Source: an optimization exercise on an open RTL-to-GDS flow (aim: small area). Production flows keep margins and buffers that such runs may drop.
In this exercise RTL edits were held to simulation tests only and were not proved equivalent to the original.
Power is estimated from default activity; no workload was simulated.

==> design/flow/design.v <==
module emtb_rx (
    input  wire        clk,
    input  wire        rst,             
    input  wire        in_valid,
    input  wire [7:0]  in_data,
    output reg         snap_valid,
    output reg         snap_upd,
    output reg  [31:0] current_motor,
    output reg  [31:0] current_in,
    output reg  [15:0] duty,
    output reg  [31:0] rpm,
    output reg  [15:0] v_in,
    output reg  [31:0] ah,
    output reg  [31:0] ah_charged,
    output reg  [31:0] tach_abs,
    output reg         err_upd,
    output wire [3:0]  err_code,
    output wire [1:0]  err_sub,
    output reg  [15:0] err_info,
    output reg  [15:0] cnt_overflow,
    output reg  [15:0] cnt_checksum,
    output reg  [15:0] cnt_incomplete,
    output reg  [15:0] cnt_unknown_id
);
    localparam [1:0] S_DEAD = 2'd0;    
    localparam [1:0] S_PAY  = 2'd1;    
    localparam [1:0] S_CL   = 2'd2;    
    localparam [1:0] S_T    = 2'd3;    
    reg  [1:0]   st;
    reg  [7:0]   pos;
    reg  [7:0]   pay_len;
    reg  [15:0]  crc;           
    reg          crc_match;     
    reg  [7:0]   pkt_id;
    reg  [223:0] sh;            
    reg  [2:0]   ec;            
    function [15:0] sat_inc;
        input [15:0] v;
        input        en;
        reg   [16:0] c;
        integer      i;
        begin
            c[0] = en & ~(&v);
            for (i = 0; i < 16; i = i + 1)
                c[i+1] = c[i] & v[i];
            sat_inc = v ^ c[15:0];
        end
    endfunction
    assign err_code = {1'b0, ec};
    assign err_sub  = {ec[1] & ec[0], 1'b0};
    wire        b0       = (pos == 8'd254);
    wire        b1       = (pos == 8'd255);
    wire        at_len   = (pos == pay_len);
    wire        st_pay   = (st == S_PAY);
    wire        crc_hi   = st_pay & at_len & ~b1;
    wire        crc_lo   = (st == S_CL);
    wire        complete = in_valid & (st == S_T) & (in_data == 8'h03);
    wire        overflow = in_valid & (pos == 8'd253) & ~complete;
    wire [7:0]  x        = crc[15:8] ^ in_data;
    wire        x_zero   = (x == 8'h00);
    wire [7:0]  y        = x ^ {4'h0, x[7:4]};
    wire [15:0] y16      = {8'h00, y};
    wire [15:0] crc_tab  = (y16 << 12) ^ (y16 << 5) ^ y16;
    wire [15:0] crc_upd  = {crc[7:0], 8'h00} ^ crc_tab;
    wire [15:0] crc_shft = {crc[7:0], in_data};
    wire        win      = ((pos >= 8'd15) & (pos <= 8'd38)) |
                           ((pos >= 8'd51) & (pos <= 8'd54));
    wire        sh_ld    = in_valid & win;
    wire        sh_hd    = ~(in_valid & win) | rst;
    wire        crc_bad   = ~crc_match;
    wire        too_short = (pay_len <= 8'd55);
    wire        bad_id    = (pkt_id != 8'h04);
    wire        e_chk    = complete & crc_bad;
    wire        e_inc    = complete & ~crc_bad & too_short;
    wire        e_uid    = complete & ~crc_bad & ~too_short & bad_id;
    wire        good     = complete & ~crc_bad & ~too_short & ~bad_id;
    wire        err      = overflow | e_chk | e_inc | e_uid;
    always @(posedge clk) begin
        if (in_valid) begin
            if (b1)
                pay_len <= in_data;
            if (pos == 8'd0)
                pkt_id <= in_data;
            if (b1)
                crc <= 16'h0000;
            else if (crc_hi | crc_lo)
                crc <= crc_shft;
            else
                crc <= crc_upd;
            if (crc_hi)
                crc_match <= x_zero;
            else if (crc_lo)
                crc_match <= crc_match & x_zero;
        end
        sh <= ({224{sh_ld}} & {sh[215:0], in_data}) | ({224{sh_hd}} & sh);
    end
    wire         sn_ld = good & ~rst;
    wire         sn_hd = ~good & ~rst;
    wire [223:0] snap  = {current_motor, current_in, duty, rpm, v_in, ah, ah_charged, tach_abs};
    always @(posedge clk)
        {current_motor, current_in, duty, rpm, v_in, ah, ah_charged, tach_abs} <=
            ({224{sn_ld}} & sh) | ({224{sn_hd}} & snap);
    wire [8:0] pos_c;
    assign pos_c[0] = in_valid;
    genvar gi;
    generate
        for (gi = 0; gi < 8; gi = gi + 1) begin : g_pos
            assign pos_c[gi+1] = pos_c[gi] & pos[gi];
        end
    endgenerate
    always @(posedge clk)
        pos <= (rst | complete | overflow) ? 8'd254 : (pos ^ pos_c[7:0]);
    always @(posedge clk) begin
        cnt_overflow   <= rst ? 16'd0 : sat_inc(cnt_overflow,   overflow);
        cnt_checksum   <= rst ? 16'd0 : sat_inc(cnt_checksum,   e_chk);
        cnt_incomplete <= rst ? 16'd0 : sat_inc(cnt_incomplete, e_inc);
        cnt_unknown_id <= rst ? 16'd0 : sat_inc(cnt_unknown_id, e_uid);
    end
    always @(posedge clk) begin
        if (rst) begin
            st             <= S_DEAD;
            snap_valid     <= 1'b0;
            snap_upd       <= 1'b0;
            err_upd        <= 1'b0;
            ec             <= 3'd0;
            err_info       <= 16'd0;
        end else begin
            snap_upd <= good;
            err_upd  <= err;
            if (in_valid) begin
                if (b0)
                    st <= (in_data == 8'h02) ? S_PAY : S_DEAD;
                else if (crc_hi)
                    st <= S_CL;
                else if (st == S_CL)
                    st <= S_T;
                else if (st == S_T)
                    st <= S_DEAD;
                if (overflow)
                    st <= S_DEAD;
            end
            if (overflow) begin
                ec       <= 3'd1;
                err_info <= 16'h0100;
            end
            if (e_chk) begin
                ec       <= 3'd2;
                err_info <= crc;
            end
            if (e_inc) begin
                ec       <= 3'd3;
                err_info <= {8'd0, pay_len};
            end
            if (e_uid) begin
                ec       <= 3'd4;
                err_info <= {8'd0, pkt_id};
            end
            if (good) begin
                snap_valid    <= 1'b1;
            end
        end
    end
endmodule
==> design/flow/flow/run.sh <==
#!/bin/bash
# Standard layout with two changes: the port buffers are the smallest buffer
# (buf_1) and clock tree synthesis inserts no dummy loads.
set -euo pipefail
export BUFFER_PORTS_ARGS="-buffer_cell sky130_fd_sc_hd__buf_1"
export CTS_ARGS="-sink_clustering_enable -repair_clock_nets -dont_use_dummy_load -buf_list sky130_fd_sc_hd__clkbuf_8 -sink_clustering_size 16 -sink_clustering_max_diameter 50"
bash standard.sh > standard_make.log 2>&1
==> design/flow/standard.sh <==
#!/bin/bash
# synth_recipe.tcl (not shown) runs the flow's synth.tcl, then flattens the netlist and writes it again
# the make line also repeats each setting of config.mk as NAME=value (left out here)
make -C /OpenROAD-flow-scripts/flow DESIGN_CONFIG=/design/flow/config.mk WORK_HOME=/design/flow/orfs CLKGATE_MAP_FILE= SYNTH_SCRIPT=/design/flow/synth_recipe.tcl "${@:-finish}"
==> design/flow/config.mk <==
export PLATFORM = sky130hd
export DESIGN_NAME = emtb_rx
export DESIGN_NICKNAME = emtb_rx
export VERILOG_FILES = /design/flow/design.v
export SDC_FILE = /design/flow/constraint.sdc
export NUM_CORES = 4
export LEC_CHECK = 0
export CAP_MARGIN = 20
export CORE_MARGIN = 2
export CORE_UTILIZATION = 65
export PLACE_DENSITY = 0.75
export SLEW_MARGIN = 20
==> design/flow/constraint.sdc <==
create_clock -name core_clock -period 10.0 [get_ports {clk}]
set_input_delay 2.0000 -clock core_clock [delete_from_list [all_inputs] [get_ports {clk}]]
set_output_delay 2.0000 -clock core_clock [all_outputs]
set_load 0.01 [all_outputs]
==> parameters.txt, run 1 <==
Parameter                              Value

Outcome
  Result of the run  timing/DRC/antenna clean

Floorplan
  Floorplan Core Area    29400 µm²
  Initial core utilization    0.655
  Overall die area    31000 µm²
  Floorplan die width    176 µm
  Total number of placement rows    63
  Top Ports    324
  Die Ht    176 µm

Layout
  Share of final-layout standard cells stronger than drive strength 1    0.0454
  Number of fill cells in the layout    2215
  Most frequent cells in the layout    dfxtp_1, a22o_1, buf_1, ha_1, nor2b_1
  Layout Nets    1866
  Footprint of the multi-input gates    6860 µm²
  Layout area overhead    9.94%
  Reg area    11900 µm²
  Final core utilization    0.720
  Leading cell type in the layout, fill and taps excluded    dfxtp_1
  Summed area of non-filler cells in the final layout    21200 µm²
  Antenna diode count    0

Timing
  Final setup vio count    0
  Setup repair after global routing missed its margin    no
  Least-Margin Pin Slew    1.14 ns
  Worst hold slack after final layout    0.465 ns
  Final Max Tran Viols    0
  Setup WS post-layout    4.21 ns
  Final critical delay including setup and external delays    5.79 ns
  Number of hold violations in the final report    0
  Period utilisation layout    0.579
  Post-route clock skew    0.0824 ns
  Setup total negative slack    0 ns
  Relative max-transition margin    0.239
  Peak Freq    0.173 GHz

Power
  PD cells    177 nW/µm²
  Max IR drop VDD    0.173 mV
  Static leakage power    8.27 nW

Global routing
  GRT overflow    0
  First-pass GRT wire length    67.5 mm
  Antenna violations before repair    0
  Total GRT Usage    0.268
  Number of global-route vias before repair    12200
  Maximum number of pins on one net before global-route repair    226

Setup path
  Crit path capture type    register
  Reg2Reg Setup Slack    5.55 ns
  Maximum fanout along the worst path    8
  Class of the most critical setup path    input pin to register
  Required time reported for the critical path endpoint    10.43 ns
  Reg-to-reg critical path startpoint    pay_len[5]
  Worst reg2reg endpoint    cnt_unknown_id[14]
  Cells on worst reg2reg path    21
  Critical path startpoint category    input pin
  Worst Path Arrival    6.22 ns

Clock tree
  Clock H-tree levels    2
  Clock latency at the later pin of the worst-skew pair    0.59 ns
  Clock Pin Slew Worst Setup and Hold Paths    0.10 ns
  CTS tree    yes
  # clock sinks    577
  Bufs on Longest Clock Path    3
  Post-cts resize count    0
  Root buffer cell    clkbuf_8
  TritonCTS Buffers    44
  Hold bufs inserted after CTS    0
  Number of buffers added for setup after CTS    0

Placement
  PortBufs    321
  Pre-CTS setup slack    3.63 ns
  Placed cell area    20500 µm²
  HPWL after detailed placement    28.4 mm
  Gp weighted congestion    0.896

Worst hold path
  Startpoint of the tightest hold check path    err_info[4]
  Class of the worst hold path    register to register
  Hold path depth    1
  Worst Hold End    err_info[4]

Routing
  Drt drc    0
  Post-route ant nets    0
  Average detailed-routed wire length per instance    19.9 µm
  Iteration-0 DRC Markers    1145
  First-pass detailed-route iteration total    5
  Routed vias/inst    6.12
  Aggregate routed wire length    43.3 mm
  Detailed-route via count    13300

Synthesis
  Number of standard cells after synthesis    1528
  Leading register cell type out of synthesis    dfxtp_1
  Count of flip-flops with a built-in enable after synthesis    33
  Post-synthesis area per instance    12.6 µm²
  Portion of the post-synthesis area used by sequential elements    0.617
  Netlist area before placement    19300 µm²
  Total of flip-flops plus latches after synthesis    577
  Yosys warning count    1
  Number of library cell types mapped by synthesis    57
  Post-synth ARST share    0

Job
  Maximum Capacitance Violations    0
[worst max-delay path, cell delays in order]
cell	delay [ns]
buf_1	0.20
nor4_2	0.50
nand3_1	0.33
nand2_1	0.18
nor2_1	0.05
ha_1	0.20
ha_1	0.18
ha_1	0.18
ha_1	0.18
ha_1	0.19
ha_1	0.18
ha_1	0.18
ha_1	0.18
ha_1	0.18
ha_1	0.18
ha_1	0.19
ha_1	0.19
ha_1	0.18
ha_1	0.17
ha_1	0.27
nor2b_1	0.13
[power breakdown]
group / switching (mW) / internal (mW) / total, mW / leakage (nW)
Clock: 0.666 / 0.395 / 1.06 / 0.316
Combinational: 0.146 / 0.113 / 0.259 / 3.26
Sequential: 0.0491 / 2.38 / 2.43 / 4.69
Total: 0.861 / 2.89 / 3.75 / 8.27
[kinds of logic (layout without fill, tap and decap cells)]
kind of cell / Yosys count / count (layout) / share of synthesized area
flip-flops: 577 / 577 / 0.617
AO/OA/AOI/OAI: 519 / 519 / 0.230
AND/OR/NAND/NOR: 202 / 202 / 0.0619
buffers and inverters: 122 / 379 / 0.0283
adder cells (fa/ha/maj): 67 / 67 / 0.0435
XOR/XNOR: 30 / 30 / 0.0136
multiplexers: 10 / 10 / 0.00546
other: 1 / 2 / 0.000195
[cell type report]
| type | count | area share |
|---|---|---|
| Multi-Input combinational cell | 830 | 0.324 |
| Timing Repair Buffer | 332 | 0.0622 |
| Sequential cell | 577 | 0.561 |
| Clock buffer | 44 | 0.0286 |
| Inverter | 3 | 0.000532 |
| Tap cell | 390 | 0.0231 |
[cell usage after synthesis (2+ instances only)]
cell type / number / share of area
nor3_1: 11 / 0.0029
nor3_2: 2 / 0.0010
edfxtp_1: 33 / 0.051
o21ba_2: 2 / 0.0010
clkbuf_1: 50 / 0.0097
and2_1: 4 / 0.0013
a211oi_1: 3 / 0.0012
nor4_4: 2 / 0.0022
a22oi_1: 7 / 0.0027
o21ai_0: 5 / 0.0013
a311o_1: 2 / 0.0010
o31ai_1: 8 / 0.0031
buf_1: 9 / 0.0018
xor2_1: 10 / 0.0045
dfxtp_1: 544 / 0.57
o2bb2ai_1: 3 / 0.0014
buf_4: 2 / 0.00078
nand2_1: 19 / 0.0037
a31oi_1: 5 / 0.0016
mux2i_1: 6 / 0.0031
mux2_2: 4 / 0.0023
nor4_1: 8 / 0.0026
a21oi_1: 19 / 0.0049
nor2_1: 33 / 0.0064
xnor2_1: 20 / 0.0091
or4_1: 9 / 0.0035
ha_1: 67 / 0.044
a22o_1: 448 / 0.20
nor2b_1: 64 / 0.021
a21o_1: 4 / 0.0016
buf_2: 57 / 0.015
nand3_1: 5 / 0.0013
nand2b_1: 12 / 0.0039
inv_1: 3 / 0.00058
a31o_2: 5 / 0.0023
nand4_1: 22 / 0.0071
[through the flow]
| stage | total power, mW | std cells |
|---|---|---|
| floorplan | 2.66 | 1529 |
| global placement | 2.73 | 2131 |
| detailed placement | 2.73 | 2131 |
| CTS | 3.77 | 2175 |
| global route | 3.89 | 2176 |
| finish | 3.75 | 2176 |
[state kept, by name, indices dropped and copies added (netlist names), 16 cells and up]
name	cells
cnt_incomplete	16
ah_charged	32
cnt_checksum	16
tach_abs	32
current_motor	32
v_in	16
sh	224
duty	16
cnt_unknown_id	16
err_info	16
ah	32
rpm	32
crc	16
current_in	32
cnt_overflow	16
[layer usage]
layer	wire (µm)	GRT usage	share of wire
met5	0	0	0
met3	2630	0.0411	0.061
met1	19600	0.389	0.45
met2	20000	0.416	0.46
met4	1110	0.0792	0.026
[how the worst max path moves through the flow]
stage | startpoint | endpoint | slack (ns)
after CTS | in_data[7] | cnt_overflow[14] | 4.21
after global routing | in_data[1] | cnt_overflow[15] | 3.98
after global placement | in_data[7] | cnt_overflow[14] | 3.78
after detailed placement | in_data[7] | cnt_overflow[14] | 3.63
after floorplan | in_data[7] | cnt_overflow[14] | 4.36
final | in_data[7] | cnt_overflow[14] | 4.21
==> inputs of run 2 (changes only) <==
--- a/design/flow/config.mk
+++ b/design/flow/config.mk
@@ -8,5 +8,5 @@
 export CAP_MARGIN = 20
 export CORE_MARGIN = 2
-export CORE_UTILIZATION = 65
-export PLACE_DENSITY = 0.75
+export CORE_UTILIZATION = 75
+export PLACE_DENSITY = 0.85
 export SLEW_MARGIN = 20
==> run 2 against run 1 <==
Compared with the run above: sequential share of layout area grew 0.22 points; utilization grew 12 points; largest power group unchanged; clock power is essentially flat; clock skew grew 0.0015 ns; synthesized area is the same; register-to-register slack is essentially flat.
==> parameters.txt, run 2 <==
Parameter                              Value

Outcome
  Result of the run  timing/DRC/antenna clean (unchanged)

Global routing
  Maximum number of pins on one net before global-route repair    225 (was 226)
  Number of global-route vias before repair    12500 (was 12200)
  GRT overflow    0 (unchanged)
  Antenna violations before repair    0 (unchanged)
  First-pass GRT wire length    66.9 mm (was 67.5 mm)
  Total GRT Usage    0.309 (was 0.268)

Floorplan
  Die Ht    164 µm (was 176 µm)
  Initial core utilization    0.765 (was 0.655)
  Floorplan Core Area    25200 µm² (was 29400 µm²)
  Floorplan die width    164 µm (was 176 µm)
  Total number of placement rows    58 (was 63)
  Top Ports    324 (unchanged)
  Overall die area    27000 µm² (was 31000 µm²)

Worst hold path
  Class of the worst hold path    register to register (unchanged)
  Startpoint of the tightest hold check path    sh[4] (was err_info[4])
  Hold path depth    1 (unchanged)

Power
  Static leakage power    8.27 nW (about the same)
  PD cells    177 nW/µm² (about the same)
  Max IR drop VDD    0.181 mV (was 0.173 mV)
  Internal cell power    2.88 mW (was 2.89 mW)
  Clock power frac    0.281 (was 0.283)
  Switching share of total power    0.230 (about the same)
  Switching component of the power    858 µW (was 861 µW)
  Sequential fraction of design power    0.650 (was 0.648)
  Part of the power in combinational logic    0.069 (about the same)

Setup path
  Launching element of the worst setup path    in_data[1] (was in_data[7])
  Crit path capture type    register (unchanged)
  Dominant cell type by count on the critical path    ha_1 (unchanged)
  Worst Path Arrival    6.20 ns (was 6.22 ns)
  Maximum fanout along the worst path    7 (was 8)
  Largest stage delay on the critical path    0.41 ns (was 0.50 ns)
  CP max stage cell    nor3b_1 (was nor4_2)
  Worst path top cell family by delay    adder cells (unchanged)
  Required time reported for the critical path endpoint    10.44 ns (was 10.43 ns)
  Bufs and invs on worst path    1 (unchanged)
  Number of cells on the critical path    21 (unchanged)
  Cells traversed along the worst timing path    buf_1 -> nor3b_1 -> nand3_1 -> nand2_1 -> nor2_1 -> ha_1 -> ha_1 -> ha_1 -> ha_1 -> ha_1 -> ha_1 -> ha_1 -> ha_1 -> ha_1 -> ha_1 -> ha_1 -> ha_1 -> ha_1 -> ha_1 -> ha_1 -> nor2b_1 (was buf_1 -> nor4_2 -> nand3_1 -> nand2_1 -> nor2_1 -> ha_1 -> ha_1 -> ha_1 -> ha_1 -> ha_1 -> ha_1 -> ha_1 -> ha_1 -> ha_1 -> ha_1 -> ha_1 -> ha_1 -> ha_1 -> ha_1 -> ha_1 -> nor2b_1)
  Reg-to-reg critical path startpoint    pay_len[5] (unchanged)
  Class of the most critical setup path    input pin to register (unchanged)
  Critical path startpoint category    input pin (unchanged)
  Cells on worst reg2reg path    21 (unchanged)

Placement
  Gp weighted congestion    0.951 (was 0.896)
  PortBufs    321 (unchanged)
  HPWL after detailed placement    29.2 mm (was 28.4 mm)

Routing
  Iteration-0 DRC Markers    1338 (was 1145)
  Routed vias/inst    6.48 (was 6.12)
  Average detailed-routed wire length per instance    20.8 µm (was 19.9 µm)
  Aggregate routed wire length    44.0 mm (was 43.3 mm)
  Drt drc    0 (unchanged)
  Detailed-route via count    13700 (was 13300)
  Post-route ant nets    0 (unchanged)
  First-pass detailed-route iteration total    5 (unchanged)

Synthesis
  Combinational family with the most area after synthesis    compound AO/OA/AOI/OAI gates (unchanged)
  Netlist area before placement    19300 µm² (unchanged)
  Top cell type by total area after synthesis    dfxtp_1 (unchanged)
  Count of flip-flops with a built-in enable after synthesis    33 (unchanged)
  Synthesized-area fraction occupied by and/or/nand/nor cells    0.0619 (unchanged)
  Area share of fa/ha/maj cells after synthesis    0.0435 (unchanged)
  Yosys warning count    1 (unchanged)
  Portion of the post-synthesis area used by sequential elements    0.617 (unchanged)
  Leading register cell type out of synthesis    dfxtp_1 (unchanged)
  Synthesized-area fraction occupied by ao, oa, aoi and oai cells    0.230 (unchanged)
  Share of the synthesized netlist area taken by xor and xnor gates    0.0136 (unchanged)
  Number of standard cells after synthesis    1528 (unchanged)
  Most frequently used cell type in the post-synthesis netlist    dfxtp_1 (unchanged)
  Post-synthesis area per instance    12.6 µm² (unchanged)
  Total of flip-flops plus latches after synthesis    577 (unchanged)
  Leading cell types by count after synthesis    dfxtp_1, a22o_1, ha_1 (unchanged)
  Multiplexer fraction of the synthesized cell area    0.00546 (unchanged)
  Yosys top cell area share    0.566 (unchanged)
  Post-synth ARST share    0 (unchanged)
  Leading post-synthesis cells by cell area    dfxtp_1, a22o_1, edfxtp_1 (unchanged)
  Number of library cell types mapped by synthesis    57 (unchanged)

Layout
  Reg area    11900 µm² (unchanged)
  Register with the most flip-flops    sh (unchanged)
  Layout Nets    1865 (was 1866)
  Footprint of the multi-input gates    6860 µm² (unchanged)
  Leading cell type in the layout, fill and taps excluded    dfxtp_1 (unchanged)
  Number of flip-flops in the largest register    224 (unchanged)
  Antenna diode count    0 (unchanged)
  Share of final-layout standard cells stronger than drive strength 1    0.0448 (was 0.0454)
  Layout area overhead    9.51% (was 9.94%)
  Number of fill cells in the layout    1459 (was 2215)
  Final core utilization    0.837 (was 0.720)
  Most frequent cells in the layout    dfxtp_1, a22o_1, buf_1, ha_1, nor2b_1 (unchanged)

Timing
  Peak Freq    0.174 GHz (was 0.173 GHz)
  Number of hold violations in the final report    0 (unchanged)
  Post-route clock skew    0.0839 ns (was 0.0824 ns)
  Setup repair after global routing missed its margin    no (unchanged)
  Final setup vio count    0 (unchanged)
  Least-Margin Pin Slew    1.09 ns (was 1.14 ns)
  Setup total negative slack    0 ns (unchanged)
  Final critical delay including setup and external delays    5.75 ns (was 5.79 ns)
  Relative max-transition margin    0.272 (was 0.239)
  Period utilisation layout    0.575 (was 0.579)
  Final Max Tran Viols    0 (unchanged)

Clock tree
  Hold bufs inserted after CTS    0 (unchanged)
  Number of buffers added for setup after CTS    0 (unchanged)
  Bufs on Longest Clock Path    3 (unchanged)
  # clock sinks    577 (unchanged)
  Root buffer cell    clkbuf_8 (unchanged)
  Clock H-tree levels    2 (unchanged)
  TritonCTS Buffers    43 (was 44)
  Clock Pin Slew Worst Setup and Hold Paths    0.09 ns (was 0.10 ns)
  Post-cts resize count    0 (unchanged)
  Clock latency at the later pin of the worst-skew pair    0.58 ns (was 0.59 ns)
  CTS tree    yes (unchanged)

Job
  Maximum Capacitance Violations    0 (unchanged)
==> run 2: changes by cell type in the layout (fill, tap and decap cells not counted), sizes merged <==
cell / delta
clkbuf: -1
==> run 2: final cells by class <==
class,instances,share of cell area
clock buffer,43,0.0281
inverter,3,0.000534
multi-input combinational,830,0.325
sequential,577,0.564
tap,330,0.0196
timing repair buffer,332,0.0628
==> run 2: final timing paths <==
| check | endpoint | slack [ns] |
|---|---|---|
| hold / removal | tach_abs[4] | 0.44 |
| setup / recovery | cnt_overflow[14] | 4.25 |
| setup reg to reg | cnt_unknown_id[14] | 5.55 |
| hold reg to reg | tach_abs[4] | 0.44 |
==> run 2: per-layer routing <==
| layer | GRT usage | part of all wire |
|---|---|---|
| met3 | 0.0503 | 0.075 |
| met2 | 0.485 | 0.46 |
| met1 | 0.435 | 0.43 |
| met4 | 0.115 | 0.034 |
| met5 | 0 | 0 |
==> run 2: logic make-up (layout without fill, tap and decap cells) <==
group / count (synthesis) / after routing
compound gates: 519 / 519
xor+xnor: 30 / 30
fa+ha+maj: 67 / 67
buf+inv: 122 / 378
flops: 577 / 577
mux: 10 / 10
other cells: 1 / 2
simple gates: 202 / 202
==> run 2: power groups by stage <==
stage / registers, mW / clock network, mW / logic, mW
after floorplan: 2.46 / 0 / 0.206
after global placement: 2.48 / 0 / 0.248
after detailed placement: 2.48 / 0 / 0.257
after CTS: 2.42 / 1.06 / 0.259
after global routing: 2.43 / 1.14 / 0.285
final: 2.43 / 1.05 / 0.259
==> run 2: worst register-to-register path: stages, from the launching register on <==
cell and delay, ns:
edfxtp_1 0.48, a311o_1 0.55, nand2_1 0.15, nor2_1 0.08
nand2_1 0.11, nor2_1 0.06, ha_1 0.19, ha_1 0.18
ha_1 0.18, ha_1 0.18, ha_1 0.17, ha_1 0.17
ha_1 0.18, ha_1 0.18, ha_1 0.18, ha_1 0.18
ha_1 0.18, ha_1 0.18, ha_1 0.18, ha_1 0.18
ha_1 0.26, nor2b_1 0.13
==> run 2: per-stage QoR <==
stage | std cells | total power, mW | area [µm²] | setup slack, ns | hold WS, ns
4_1_cts | 2114 | 3.74 | 21100 | 4.28 | 0.426
2_1_floorplan | 1529 | 2.66 | 19300 | 4.36 | 0.443
3_3_place_gp | 2071 | 2.72 | 20500 | 3.84 | 0.435
3_5_place_dp | 2071 | 2.73 | 20500 | 3.66 | 0.444
6_report | 2115 | 3.73 | 21100 | 4.25 | 0.439
5_1_grt | 2115 | 3.86 | 21100 | 3.94 | 0.436
==> inputs of run 3 (changes only) <==
--- a/design/flow/design.v
+++ b/design/flow/design.v
@@ -32,6 +32,6 @@
     reg  [15:0]  crc;           
     reg          crc_match;     
-    reg  [7:0]   pkt_id;
-    reg  [223:0] sh;            
+    reg  [231:0] sh;            
+    wire [7:0]   pkt_id = sh[231:224];
     reg  [2:0]   ec;            
     function [15:0] sat_inc;
@@ -64,5 +64,5 @@
     wire [15:0] crc_upd  = {crc[7:0], 8'h00} ^ crc_tab;
     wire [15:0] crc_shft = {crc[7:0], in_data};
-    wire        win      = ((pos >= 8'd15) & (pos <= 8'd38)) |
+    wire        win      = (pos == 8'd0) | ((pos >= 8'd15) & (pos <= 8'd38)) |
                            ((pos >= 8'd51) & (pos <= 8'd54));
     wire        sh_ld    = in_valid & win;
@@ -80,6 +80,4 @@
             if (b1)
                 pay_len <= in_data;
-            if (pos == 8'd0)
-                pkt_id <= in_data;
             if (b1)
                 crc <= 16'h0000;
@@ -93,5 +91,5 @@
                 crc_match <= crc_match & x_zero;
         end
-        sh <= ({224{sh_ld}} & {sh[215:0], in_data}) | ({224{sh_hd}} & sh);
+        sh <= ({232{sh_ld}} & {sh[223:0], in_data}) | ({232{sh_hd}} & sh);
     end
     wire         sn_ld = good & ~rst;
@@ -100,5 +98,5 @@
     always @(posedge clk)
         {current_motor, current_in, duty, rpm, v_in, ah, ah_charged, tach_abs} <=
-            ({224{sn_ld}} & sh) | ({224{sn_hd}} & snap);
+            ({224{sn_ld}} & sh[223:0]) | ({224{sn_hd}} & snap);
     wire [8:0] pos_c;
     assign pos_c[0] = in_valid;
==> design/flow/flow/run.sh (replaced) <==
#!/bin/bash
# The standard layout (standard.sh) with two changes: the port buffers are
# the smallest buffer (buf_1), and clock tree synthesis uses clkbuf_8 leaf
# clusters of at most 16 sinks and inserts no dummy loads.
set -euo pipefail
export BUFFER_PORTS_ARGS="-buffer_cell sky130_fd_sc_hd__buf_1"
export CTS_ARGS="-sink_clustering_enable -repair_clock_nets -dont_use_dummy_load -buf_list sky130_fd_sc_hd__clkbuf_8 -sink_clustering_size 16 -sink_clustering_max_diameter 50"
bash standard.sh > standard_make.log 2>&1
==> design/flow/config.mk (replaced) <==
export PLATFORM = sky130hd
export DESIGN_NAME = emtb_rx
export DESIGN_NICKNAME = emtb_rx
export VERILOG_FILES = /design/flow/design.v
export SDC_FILE = /design/flow/constraint.sdc
export NUM_CORES = 4
export LEC_CHECK = 0
export CAP_MARGIN = 10
export CORE_MARGIN = 2
export CORE_UTILIZATION = 65
export PLACE_DENSITY = 0.75
export SLEW_MARGIN = 10
==> run 3 against run 2 <==
Compared with the run above: critical endpoint unchanged; still clean on timing, DRC and antenna; sequential power barely moved; via count fell by 1.6%; power rose by 0.64%.
==> parameters.txt, run 3 <==
Parameter                              Value

Outcome
  Result of the run  timing/DRC/antenna clean (unchanged)

Synthesis
  Netlist area before placement    19100 µm² (was 19300 µm²)
  Yosys top cell area share    0.578 (was 0.566)
  Yosys warning count    1 (unchanged)
  Top cell type by total area after synthesis    dfxtp_1 (unchanged)
  Post-synthesis area per instance    12.4 µm² (was 12.6 µm²)
  Number of standard cells after synthesis    1536 (was 1528)
  Total of flip-flops plus latches after synthesis    577 (unchanged)
  Number of library cell types mapped by synthesis    47 (was 57)
  Leading cell types by count after synthesis    dfxtp_1, a22o_1, clkbuf_1 (was dfxtp_1, a22o_1, ha_1)
  Leading register cell type out of synthesis    dfxtp_1 (unchanged)
  Leading post-synthesis cells by cell area    dfxtp_1, a22o_1, ha_1 (was dfxtp_1, a22o_1, edfxtp_1)
  Post-synth ARST share    0 (unchanged)
  Portion of the post-synthesis area used by sequential elements    0.618 (was 0.617)
  Most frequently used cell type in the post-synthesis netlist    dfxtp_1 (unchanged)
  Count of flip-flops with a built-in enable after synthesis    25 (was 33)

Routing
  Aggregate routed wire length    43.9 mm (was 44.0 mm)
  Detailed-route via count    13500 (was 13700)
  First-pass detailed-route iteration total    5 (unchanged)
  Average detailed-routed wire length per instance    20.1 µm (was 20.8 µm)
  Iteration-0 DRC Markers    1168 (was 1338)
  Routed vias/inst    6.19 (was 6.48)
  Drt drc    0 (unchanged)
  Post-route ant nets    0 (unchanged)

Timing
  Peak Freq    0.163 GHz (was 0.174 GHz)
  Setup WS post-layout    3.86 ns (was 4.25 ns)
  Final Max Tran Viols    0 (unchanged)
  Setup total negative slack    0 ns (unchanged)
  Setup repair after global routing missed its margin    no (unchanged)
  Post-route clock skew    0.0486 ns (was 0.0839 ns)
  Final setup vio count    0 (unchanged)
  Number of hold violations in the final report    0 (unchanged)
  Final critical delay including setup and external delays    6.14 ns (was 5.75 ns)
  Least-Margin Pin Slew    1.36 ns (was 1.09 ns)
  Relative max-transition margin    0.0937 (was 0.272)
  Period utilisation layout    0.614 (was 0.575)

Layout
  Leading cell type in the layout, fill and taps excluded    dfxtp_1 (unchanged)
  Number of flip-flops in the largest register    232 (was 224)
  Number of fill cells in the layout    2095 (was 1459)
  Layout Nets    1873 (was 1865)
  Layout area overhead    10.1% (was 9.51%)
  Reg area    11800 µm² (was 11900 µm²)
  Most frequent cells in the layout    dfxtp_1, a22o_1, buf_1, ha_1, nor2b_1 (unchanged)
  Share of final-layout standard cells stronger than drive strength 1    0.0396 (was 0.0448)
  Register with the most flip-flops    sh (unchanged)
  Footprint of the multi-input gates    6800 µm² (was 6860 µm²)
  Antenna diode count    0 (unchanged)

Worst hold path
  Class of the worst hold path    register to register (unchanged)
  Hold path depth    2 (was 1)

Placement
  PortBufs    321 (unchanged)
  Gp weighted congestion    0.896 (was 0.951)
  HPWL after detailed placement    28.3 mm (was 29.2 mm)
  Pre-CTS setup slack    3.31 ns (was 3.66 ns)

Setup path
  Worst path top cell family by delay    adder cells (unchanged)
  Number of cells on the critical path    21 (unchanged)
  Crit path capture type    register (unchanged)
  Dominant cell type by count on the critical path    ha_1 (unchanged)
  Maximum fanout along the worst path    10 (was 7)
  Worst Path Arrival    6.56 ns (was 6.20 ns)
  Critical path startpoint category    input pin (unchanged)
  Bufs and invs on worst path    1 (unchanged)
  Required time reported for the critical path endpoint    10.42 ns (was 10.44 ns)
  CP max stage cell    or4_1 (was nor3b_1)
  Class of the most critical setup path    input pin to register (unchanged)
  Cells traversed along the worst timing path    buf_1 -> or4_1 -> or3_1 -> nand2_1 -> nor2_1 -> ha_1 -> ha_1 -> ha_1 -> ha_1 -> ha_1 -> ha_1 -> ha_1 -> ha_1 -> ha_1 -> ha_1 -> ha_1 -> ha_1 -> ha_1 -> ha_1 -> ha_1 -> nor2b_1 (was buf_1 -> nor3b_1 -> nand3_1 -> nand2_1 -> nor2_1 -> ha_1 -> ha_1 -> ha_1 -> ha_1 -> ha_1 -> ha_1 -> ha_1 -> ha_1 -> ha_1 -> ha_1 -> ha_1 -> ha_1 -> ha_1 -> ha_1 -> ha_1 -> nor2b_1)
  Cells on worst reg2reg path    19 (was 21)
  Largest stage delay on the critical path    0.63 ns (was 0.41 ns)

Clock tree
  Clock latency at the later pin of the worst-skew pair    0.59 ns (was 0.58 ns)
  CTS tree    yes (unchanged)
  # clock sinks    577 (unchanged)
  Post-cts resize count    0 (unchanged)
  Root buffer cell    clkbuf_8 (unchanged)
  Clock H-tree levels    2 (unchanged)
  Bufs on Longest Clock Path    3 (unchanged)
  Number of buffers added for setup after CTS    0 (unchanged)
  Clock Pin Slew Worst Setup and Hold Paths    0.08 ns (was 0.09 ns)
  TritonCTS Buffers    45 (was 43)
  Hold bufs inserted after CTS    0 (unchanged)

Global routing
  Maximum number of pins on one net before global-route repair    226 (was 225)
  Highest-utilization routing layer at the global route stage    met2 (unchanged)
  Total GRT Usage    0.270 (was 0.309)
  Met3 track demand over resource    0.0435 (was 0.0503)
  GRT overflow    0 (unchanged)
  Met2 GRT Util    0.407 (was 0.485)
  Number of global-route vias before repair    12300 (was 12500)
  Met1 track demand over resource in global routing    0.405 (was 0.435)
  First-pass GRT wire length    68.0 mm (was 66.9 mm)
  Antenna violations before repair    0 (unchanged)

Floorplan
  Overall die area    30800 µm² (was 27000 µm²)
  Total number of placement rows    62 (was 58)
  Die Ht    175 µm (was 164 µm)
  Floorplan Core Area    28900 µm² (was 25200 µm²)
  Initial core utilization    0.662 (was 0.765)
  Top Ports    324 (unchanged)
  Floorplan die width    175 µm (was 164 µm)

Job
  Maximum Capacitance Violations    0 (unchanged)

Power
  PD cells    179 nW/µm² (was 177 nW/µm²)
  Total power draw    3.76 mW (was 3.73 mW)
  Max IR drop VDD    0.140 mV (was 0.181 mV)
  Static leakage power    8.25 nW (was 8.27 nW)
-- run 3: cell types whose count changed in the layout (fill, tap and decap cells not counted), sizes merged, moves of 5 or more --
| cell | before | now |
|---|---|---|
| edfxtp | 33 | 25 |
| xor2 | 10 | 16 |
| nand3 | 5 | 11 |
| a22o | 448 | 456 |
| nor3 | 13 | 8 |
| xnor2 | 20 | 14 |
| dfxtp | 544 | 552 |
| or2 | 0 | 6 |
-- run 3: path summary, 6_finish.rpt --
kind                                  start                 end  slack, ns
worst max-delay path             in_data[4]    cnt_overflow[14]       3.86
worst min-delay path            err_info[8]         err_info[8]       0.46
worst max register to register   pay_len[5]  cnt_incomplete[14]       5.54
worst min register to register  err_info[8]         err_info[8]       0.46
-- run 3: cell type report --
class,instances,share of cell area
tap,384,0.0228
inverter,5,0.000892
multi-input combinational,832,0.323
clock buffer,45,0.0294
sequential,577,0.561
timing repair buffer,334,0.0626
-- run 3: kinds of logic after synthesis --
family / synth area share
other cells: 0.000196
compound gates: 0.234
flops: 0.618
simple gates: 0.0619
fa+ha+maj: 0.0439
xor+xnor: 0.0138
mux: 0.00157
buf+inv: 0.0273
-- run 3: routing by layer --
metal	wire length (µm)	vias to the layer above
met2	19600	488
met1	20100	6616
met4	1050	0
met3	3060	66
met5	0	-
li1	-	6304
-- run 3: worst register-to-register path: stages, from the launching register on --
cell	delay, ns
edfxtp_1	0.52
a311oi_1	0.85
nand3_1	0.34
nor2_1	0.20
ha_1	0.17
ha_1	0.15
ha_1	0.14
ha_1	0.15
ha_1	0.14
ha_1	0.14
ha_1	0.14
ha_1	0.14
ha_1	0.15
ha_1	0.15
ha_1	0.15
ha_1	0.14
ha_1	0.14
ha_1	0.15
ha_1	0.23
nor2b_1	0.13
-- run 3: stage by stage --
step,instances,hold WS (ns),area (µm²),util
after global routing,2177,0.483,21000,0.729
after global placement,2132,0.447,20400,0.707
after CTS,2177,0.471,21000,0.729
after detailed placement,2132,0.453,20400,0.707
after floorplan,1537,0.458,19100,-
final,2177,0.462,21000,0.729
-- run 3: power by group --
| part | internal [mW] | total [mW] | switching (mW) |
|---|---|---|---|
| clock | 0.404 | 1.08 | 0.678 |
| sequential | 2.37 | 2.42 | 0.0517 |
| combinational | 0.104 | 0.253 | 0.149 |
| total | 2.88 | 3.76 | 0.879 |
==> inputs of run 4 (changes only) <==
--- a/design/flow/config.mk
+++ b/design/flow/config.mk
@@ -6,7 +6,7 @@
 export NUM_CORES = 4
 export LEC_CHECK = 0
-export CAP_MARGIN = 10
+export CAP_MARGIN = 20
 export CORE_MARGIN = 2
 export CORE_UTILIZATION = 65
 export PLACE_DENSITY = 0.75
-export SLEW_MARGIN = 10
+export SLEW_MARGIN = 20
==> run 4 against run 3 <==
Compared with the run above: count of clock-buffer cells in the layout stayed put; combinational power is essentially flat; final cell count did not move; synthesized cell count is the same; worst hold slack barely moved; clock skew fell by 0.00071 ns; die area did not move; utilization is essentially flat; non-clock buffer count is the same; wire length hardly changed; clock power is essentially flat; global-route usage unchanged.
==> parameters.txt, run 4 <==
Parameter                              Value

Setup path
  Crit path capture type    register (unchanged)
  Required time reported for the critical path endpoint    10.42 ns (about the same)
  Maximum fanout along the worst path    10 (unchanged)
  Critical path startpoint category    input pin (unchanged)
  Class of the most critical setup path    input pin to register (unchanged)
  Worst Path Arrival    6.55 ns (was 6.56 ns)

Floorplan
  Initial core utilization    0.662 (unchanged)
  Total number of placement rows    62 (unchanged)
  Floorplan Core Area    28900 µm² (unchanged)
  Die Ht    175 µm (unchanged)
  Floorplan die width    175 µm (unchanged)
  Overall die area    30800 µm² (unchanged)
  Top Ports    324 (unchanged)

Power
  PD cells    178 nW/µm² (was 179 nW/µm²)
  Static leakage power    8.25 nW (about the same)
  Max IR drop VDD    0.140 mV (about the same)

Layout
  Layout Nets    1873 (unchanged)
  Reg area    11800 µm² (unchanged)
  Most frequent cells in the layout    dfxtp_1, a22o_1, buf_1, ha_1, nor2b_1 (unchanged)
  Number of flip-flops in the largest register    232 (unchanged)
  Number of fill cells in the layout    2092 (was 2095)
  Antenna diode count    0 (unchanged)
  Summed area of non-filler cells in the final layout    21000 µm² (about the same)
  Footprint of the multi-input gates    6800 µm² (unchanged)
  Leading cell type in the layout, fill and taps excluded    dfxtp_1 (unchanged)
  Register with the most flip-flops    sh (unchanged)
  Final core utilization    0.729 (about the same)
  Layout area overhead    10.1% (about the same)
  Share of final-layout standard cells stronger than drive strength 1    0.0396 (unchanged)

Timing
  Setup total negative slack    0 ns (unchanged)
  Period utilisation layout    0.613 (was 0.614)
  Number of hold violations in the final report    0 (unchanged)
  Least-Margin Pin Slew    1.32 ns (was 1.36 ns)
  Worst hold slack after final layout    0.462 ns (about the same)
  Final Max Tran Viols    0 (unchanged)
  Final critical delay including setup and external delays    6.13 ns (was 6.14 ns)
  Post-route clock skew    0.0479 ns (was 0.0486 ns)
  Setup repair after global routing missed its margin    no (unchanged)
  Final setup vio count    0 (unchanged)
  Peak Freq    0.163 GHz (about the same)
  Setup WS post-layout    3.87 ns (was 3.86 ns)
  Relative max-transition margin    0.119 (was 0.0937)

Synthesis
  Total of flip-flops plus latches after synthesis    577 (unchanged)
  Number of standard cells after synthesis    1536 (unchanged)
  Netlist area before placement    19100 µm² (unchanged)
  Portion of the post-synthesis area used by sequential elements    0.618 (unchanged)
  Post-synthesis area per instance    12.4 µm² (unchanged)
  Leading cell types by count after synthesis    dfxtp_1, a22o_1, clkbuf_1 (unchanged)
  Yosys warning count    1 (unchanged)
  Top cell type by total area after synthesis    dfxtp_1 (unchanged)
  Most frequently used cell type in the post-synthesis netlist    dfxtp_1 (unchanged)
  Leading register cell type out of synthesis    dfxtp_1 (unchanged)
  Yosys top cell area share    0.578 (unchanged)
  Leading post-synthesis cells by cell area    dfxtp_1, a22o_1, ha_1 (unchanged)
  Number of library cell types mapped by synthesis    47 (unchanged)
  Count of flip-flops with a built-in enable after synthesis    25 (unchanged)
  Post-synth ARST share    0 (unchanged)

Clock tree
  Hold bufs inserted after CTS    0 (unchanged)
  # clock sinks    577 (unchanged)
  Bufs on Longest Clock Path    3 (unchanged)
  Clock Pin Slew Worst Setup and Hold Paths    0.08 ns (about the same)
  TritonCTS Buffers    45 (unchanged)
  Post-cts resize count    0 (unchanged)
  Number of buffers added for setup after CTS    0 (unchanged)
  Clock H-tree levels    2 (unchanged)
  Root buffer cell    clkbuf_8 (unchanged)
  Clock latency at the later pin of the worst-skew pair    0.59 ns (about the same)
  CTS tree    yes (unchanged)

Routing
  Routed vias/inst    6.20 (was 6.19)
  Detailed-route via count    13500 (about the same)
  Iteration-0 DRC Markers    1174 (was 1168)
  Drt drc    0 (unchanged)
  First-pass detailed-route iteration total    5 (unchanged)
  Post-route ant nets    0 (unchanged)
  Average detailed-routed wire length per instance    20.1 µm (about the same)
  Aggregate routed wire length    43.8 mm (was 43.9 mm)

Placement
  Placed cell area    20400 µm² (unchanged)
  Gp weighted congestion    0.896 (unchanged)
  HPWL after detailed placement    28.3 mm (unchanged)
  Pre-CTS setup slack    3.31 ns (unchanged)
  PortBufs    321 (unchanged)

Global routing
  Number of global-route vias before repair    12300 (unchanged)
  Maximum number of pins on one net before global-route repair    226 (unchanged)
  First-pass GRT wire length    68.0 mm (unchanged)
  Total GRT Usage    0.270 (unchanged)
  Antenna violations before repair    0 (unchanged)
  GRT overflow    0 (unchanged)

Job
  Maximum Capacitance Violations    0 (unchanged)

Outcome
  Result of the run  timing/DRC/antenna clean (unchanged)

Worst hold path
  Class of the worst hold path    register to register (unchanged)
## run 4: cell count changes in the layout (fill, tap and decap cells not counted)
cell | previous run | this run
buf_6 | 0 | 3
buf_4 | 12 | 9
## run 4: cell type report
| type | instances | share of cell area |
|---|---|---|
| clock buffer | 45 | 0.0294 |
| inverter | 5 | 0.000892 |
| multi-input combinational | 832 | 0.323 |
| sequential | 577 | 0.561 |
| tap | 384 | 0.0228 |
| timing repair buffer | 334 | 0.0631 |
## run 4: logic make-up after synthesis
kind of cell	after synthesis	synth area share
fa+ha+maj	67	0.0439
flops	577	0.618
other cells	1	0.000196
mux	3	0.00157
compound gates	526	0.234
buf+inv	128	0.0273
simple gates	204	0.0619
xor+xnor	30	0.0138
## run 4: power breakdown
group	internal, mW	switching (mW)	leakage, nW
clock network	0.404	0.677	0.324
registers	2.37	0.0513	4.69
logic	0.104	0.149	3.24
total	2.88	0.877	8.25
## run 4: final timing paths
| kind | startpoint | endpoint | slack, ns | cells past startpoint |
|---|---|---|---|---|
| worst max-delay path | in_data[4] | cnt_overflow[14] | 3.87 | 21 |
| worst min-delay path | err_info[8] | err_info[8] | 0.46 | 2 |
| worst max register to register | pay_len[5] | cnt_incomplete[14] | 5.53 | 19 |
| worst min register to register | err_info[8] | err_info[8] | 0.46 | 2 |
## run 4: per-layer routing
metal | vias up | share of wire | global-route usage
li1 | 6302 | - | -
met1 | 6628 | 0.46 | 0.405
met2 | 507 | 0.45 | 0.407
met3 | 70 | 0.070 | 0.0435
met4 | 0 | 0.024 | 0.0754
met5 | - | 0 | 0
## run 4: worst max-delay path, stage by stage
cell and delay, ns:
buf_1 0.17, or4_1 0.62, or3_1 0.58, nand2_1 0.18, nor2_1 0.07, ha_1 0.20
ha_1 0.18, ha_1 0.18, ha_1 0.18, ha_1 0.18, ha_1 0.18, ha_1 0.17
ha_1 0.17, ha_1 0.18, ha_1 0.19, ha_1 0.19, ha_1 0.18, ha_1 0.19
ha_1 0.19, ha_1 0.27, nor2b_1 0.12
## run 4: stage by stage
stage / instances / power (mW)
2_1_floorplan: 1537 / 2.64
3_3_place_gp: 2132 / 2.71
3_5_place_dp: 2132 / 2.72
4_1_cts: 2177 / 3.77
5_1_grt: 2177 / 3.90
6_report: 2177 / 3.76
==> inputs of run 5 (changes only) <==
==> design/flow/flow/run.sh (replaced) <==
#!/bin/bash
# The standard layout (standard.sh) with two changes: the port buffers are
# the smallest buffer (buf_1), and clock tree synthesis uses clkbuf_8 leaf
# clusters of at most 17 sinks and inserts no dummy loads.
set -euo pipefail
export BUFFER_PORTS_ARGS="-buffer_cell sky130_fd_sc_hd__buf_1"
export CTS_ARGS="-sink_clustering_enable -repair_clock_nets -dont_use_dummy_load -buf_list sky130_fd_sc_hd__clkbuf_8 -sink_clustering_size 17 -sink_clustering_max_diameter 70"
bash standard.sh > standard_make.log 2>&1
==> run 5 against run 4 <==
Compared with the run above: die area is the same; clock skew grew 0.016 ns; worst hold slack gained 0.0012 ns; global-route usage shrank 0.089 points; critical endpoint unchanged; largest cell class unchanged; largest power group unchanged.
==> parameters.txt, run 5 <==
Parameter                              Value

Outcome
  Result of the run  timing/DRC/antenna clean (unchanged)

Timing
  Relative max-transition margin    0.196 (was 0.119)
  Period utilisation layout    0.615 (was 0.613)
  Setup repair after global routing missed its margin    no (unchanged)
  Number of hold violations in the final report    0 (unchanged)
  Setup total negative slack    0 ns (unchanged)
  Final Max Tran Viols    0 (unchanged)
  Peak Freq    0.163 GHz (about the same)
  Final setup vio count    0 (unchanged)
  Least-Margin Pin Slew    1.21 ns (was 1.32 ns)
  Final critical delay including setup and external delays    6.15 ns (was 6.13 ns)
  Post-route clock skew    0.0644 ns (was 0.0479 ns)

Power
  PD cells    176 nW/µm² (was 178 nW/µm²)
  Clock power frac    0.278 (was 0.288)
  Total power draw    3.70 mW (was 3.76 mW)
  Internal cell power    2.84 mW (was 2.88 mW)
  Part of the power in combinational logic    0.068 (was 0.067)
  Max IR drop VDD    0.112 mV (was 0.140 mV)
  Switching share of total power    0.234 (about the same)
  Switching component of the power    866 µW (was 877 µW)
  Sequential fraction of design power    0.655 (was 0.645)
  Static leakage power    8.21 nW (was 8.25 nW)

Setup path
  Class of the most critical setup path    input pin to register (unchanged)
  CP max stage cell    or4_1 (unchanged)
  Critical path startpoint category    input pin (unchanged)
  Number of cells on the critical path    21 (unchanged)
  Launching element of the worst setup path    in_data[4] (unchanged)
  Required time reported for the critical path endpoint    10.41 ns (was 10.42 ns)
  Reg2Reg Setup Slack    5.53 ns (about the same)
  Worst reg2reg endpoint    cnt_incomplete[14] (unchanged)
  Worst Path Arrival    6.56 ns (was 6.55 ns)
  Cells traversed along the worst timing path    buf_1 -> or4_1 -> or3_1 -> nand2_1 -> nor2_1 -> ha_1 -> ha_1 -> ha_1 -> ha_1 -> ha_1 -> ha_1 -> ha_1 -> ha_1 -> ha_1 -> ha_1 -> ha_1 -> ha_1 -> ha_1 -> ha_1 -> ha_1 -> nor2b_1 (unchanged)
  Dominant cell type by count on the critical path    ha_1 (unchanged)
  Worst path top cell family by delay    adder cells (unchanged)
  Cells on worst reg2reg path    19 (unchanged)
  Worst setup path endpoint    cnt_overflow[14] (unchanged)
  Reg-to-reg critical path startpoint    pay_len[4] (was pay_len[5])
  Largest stage delay on the critical path    0.63 ns (was 0.62 ns)
  Bufs and invs on worst path    1 (unchanged)
  Maximum fanout along the worst path    10 (unchanged)
  Crit path capture type    register (unchanged)

Synthesis
  Top cell type by total area after synthesis    dfxtp_1 (unchanged)
  Total of flip-flops plus latches after synthesis    577 (unchanged)
  Leading cell types by count after synthesis    dfxtp_1, a22o_1, clkbuf_1 (unchanged)
  Yosys warning count    1 (unchanged)
  Most frequently used cell type in the post-synthesis netlist    dfxtp_1 (unchanged)
  Number of standard cells after synthesis    1536 (unchanged)
  Post-synthesis area per instance    12.4 µm² (unchanged)
  Netlist area before placement    19100 µm² (unchanged)
  Number of library cell types mapped by synthesis    47 (unchanged)
  Post-synth ARST share    0 (unchanged)
  Leading register cell type out of synthesis    dfxtp_1 (unchanged)
  Count of flip-flops with a built-in enable after synthesis    25 (unchanged)
  Leading post-synthesis cells by cell area    dfxtp_1, a22o_1, ha_1 (unchanged)
  Portion of the post-synthesis area used by sequential elements    0.618 (unchanged)
  Yosys top cell area share    0.578 (unchanged)

Global routing
  Maximum number of pins on one net before global-route repair    226 (unchanged)
  GRT overflow    0 (unchanged)
  Total GRT Usage    0.270 (about the same)
  Antenna violations before repair    0 (unchanged)
  Number of global-route vias before repair    12200 (was 12300)
  First-pass GRT wire length    67.7 mm (was 68.0 mm)

Floorplan
  Die Ht    175 µm (unchanged)
  Floorplan Core Area    28900 µm² (unchanged)
  Total number of placement rows    62 (unchanged)
  Top Ports    324 (unchanged)
  Initial core utilization    0.662 (unchanged)
  Overall die area    30800 µm² (unchanged)
  Floorplan die width    175 µm (unchanged)

Layout
  Layout area overhead    9.79% (was 10.1%)
  Leading cell type in the layout, fill and taps excluded    dfxtp_1 (unchanged)
  Layout Nets    1868 (was 1873)
  Antenna diode count    0 (unchanged)
  Share of final-layout standard cells stronger than drive strength 1    0.0369 (was 0.0396)
  Register with the most flip-flops    sh (unchanged)
  Number of flip-flops in the largest register    232 (unchanged)
  Most frequent cells in the layout    dfxtp_1, a22o_1, buf_1, ha_1, nor2b_1 (unchanged)

Clock tree
  Clock H-tree levels    2 (unchanged)
  # clock sinks    577 (unchanged)
  Hold bufs inserted after CTS    0 (unchanged)
  Clock Pin Slew Worst Setup and Hold Paths    0.09 ns (was 0.08 ns)
  Post-cts resize count    0 (unchanged)
  TritonCTS Buffers    40 (was 45)
  Root buffer cell    clkbuf_8 (unchanged)
  Bufs on Longest Clock Path    3 (unchanged)
  Number of buffers added for setup after CTS    0 (unchanged)
  CTS tree    yes (unchanged)
  Clock latency at the later pin of the worst-skew pair    0.60 ns (was 0.59 ns)

Routing
  Post-route ant nets    0 (unchanged)
  Routed vias/inst    6.19 (was 6.20)
  Iteration-0 DRC Markers    1182 (was 1174)
  Average detailed-routed wire length per instance    20.1 µm (about the same)
  First-pass detailed-route iteration total    7 (was 5)
  Detailed-route via count    13400 (was 13500)
  Aggregate routed wire length    43.6 mm (was 43.8 mm)
  Drt drc    0 (unchanged)

Placement
  PortBufs    321 (unchanged)
  HPWL after detailed placement    28.3 mm (unchanged)
  Gp weighted congestion    0.896 (unchanged)

Worst hold path
  Class of the worst hold path    register to register (unchanged)

Job
  Maximum Capacitance Violations    0 (unchanged)
[run 5: changes by cell type in the layout (fill, tap and decap cells not counted)]
cell,previous run,this run
clkbuf_8,45,40
[run 5: through the flow]
stage                     cells  worst slack [ns]   util  hold slack (ns)  cell area (µm²)
after floorplan            1537              3.84      -            0.458            19100
after global placement     2132              3.45  0.707            0.447            20400
after detailed placement   2132              3.31  0.707            0.453            20400
after CTS                  2172              3.88  0.727            0.472            21000
after global routing       2172              3.63  0.727            0.485            21000
final                      2172              3.85  0.727            0.463            21000
[run 5: logic make-up after synthesis]
family	after synthesis	synth area share
AOI/OAI and AO/OA	526	0.234
xor gates and xnor gates	30	0.0138
adders and majority gates	67	0.0439
buffers and inverters	128	0.0273
DFF	577	0.618
muxes	3	0.00157
other	1	0.000196
and+or+nand+nor	204	0.0619
[run 5: power by group through the flow]
stage | Combinational (mW) | Sequential (mW) | Clock [mW]
floorplan | 0.194 | 2.45 | 0
global placement | 0.236 | 2.47 | 0
detailed placement | 0.246 | 2.48 | 0
CTS | 0.248 | 2.42 | 1.06
global route | 0.276 | 2.43 | 1.14
finish | 0.251 | 2.42 | 1.03
[run 5: how the worst min path moves through the flow]
stage	slack, ns	endpoint	from	depth (start not counted)
after global placement	0.45	err_info[6]	err_info[6]	1
final	0.46	err_info[8]	err_info[8]	2
after floorplan	0.46	sh[226]	sh[226]	1
after CTS	0.47	err_info[8]	err_info[8]	2
after detailed placement	0.45	err_info[6]	err_info[6]	1
after global routing	0.49	err_info[8]	err_info[8]	2
[run 5: per-layer routing]
| metal | wire length [µm] | part of all wire | vias to the layer above | track usage |
|---|---|---|---|---|
| li1 | - | - | 6282 | - |
| met1 | 20100 | 0.46 | 6631 | 0.404 |
| met2 | 19600 | 0.45 | 459 | 0.406 |
| met3 | 2870 | 0.066 | 67 | 0.0424 |
| met4 | 1050 | 0.024 | 0 | 0.0761 |
| met5 | 0 | 0 | - | 0 |
[run 5: cell type report]
class,instances,area [µm²]
flip-flops and latches,577,11800
fillers,2102,7880
multi-input cells,832,6800
repair buffers,334,1330
clock buffers,40,551
well taps,384,480
inverters,5,18.8
[run 5: worst reg2reg max path: stages (launching register included)]
cell      delay (ns)
edfxtp_1        0.47
a311oi_1        0.86
nand3_1         0.33
nor2_1          0.20
ha_1            0.17
ha_1            0.15
ha_1            0.14
ha_1            0.15
ha_1            0.14
ha_1            0.14
ha_1            0.14
ha_1            0.14
ha_1            0.15
ha_1            0.15
ha_1            0.15
ha_1            0.14
ha_1            0.14
ha_1            0.15
ha_1            0.23
nor2b_1         0.13

-- what the ideal ports hide --
The flow's constraints put no driver on any port. The routed layouts listed below were extracted and timed again, unchanged, in two steps. Step 1, drivers: a clkbuf_16 drives clk and a buf_2 each remaining input, both assumed. Step 2 moves the port delays by t, midway between the first and last clock arrival at a register: inputs arrive t later, outputs are due t later. That takes back most of the time a late clock gives input paths. a / b / c = ideal ports / drivers / drivers and shift; a / b = the first two.
| run | t (ns) | setup WS [ns] | latest minus earliest clock arrival (ns) | slew at the worst register clock pin (ns) | cell pins on the clock port's net |
|---|---|---|---|---|---|
| run 1 | 0.595 | 4.210 / 4.239 / 3.644 | 0.083 / 0.082 | 0.10 / 0.10 | 1 |
| run 2 | 0.590 | 4.247 / 4.272 / 3.683 | 0.085 / 0.085 | 0.10 / 0.10 | 1 |
| run 3 | 0.618 | 3.864 / 3.880 / 3.262 | 0.050 / 0.050 | 0.10 / 0.10 | 1 |
| run 4 | 0.617 | 3.870 / 3.886 / 3.270 | 0.049 / 0.049 | 0.10 / 0.10 | 1 |
| run 5 | 0.621 | 3.855 / 3.868 / 3.247 | 0.066 / 0.066 | 0.11 / 0.11 | 1 |
After both steps every run listed still meets setup and hold. The setup slack of run 5, which loses most, moves by +0.013 ns with the drivers and by -0.608 ns with both steps.
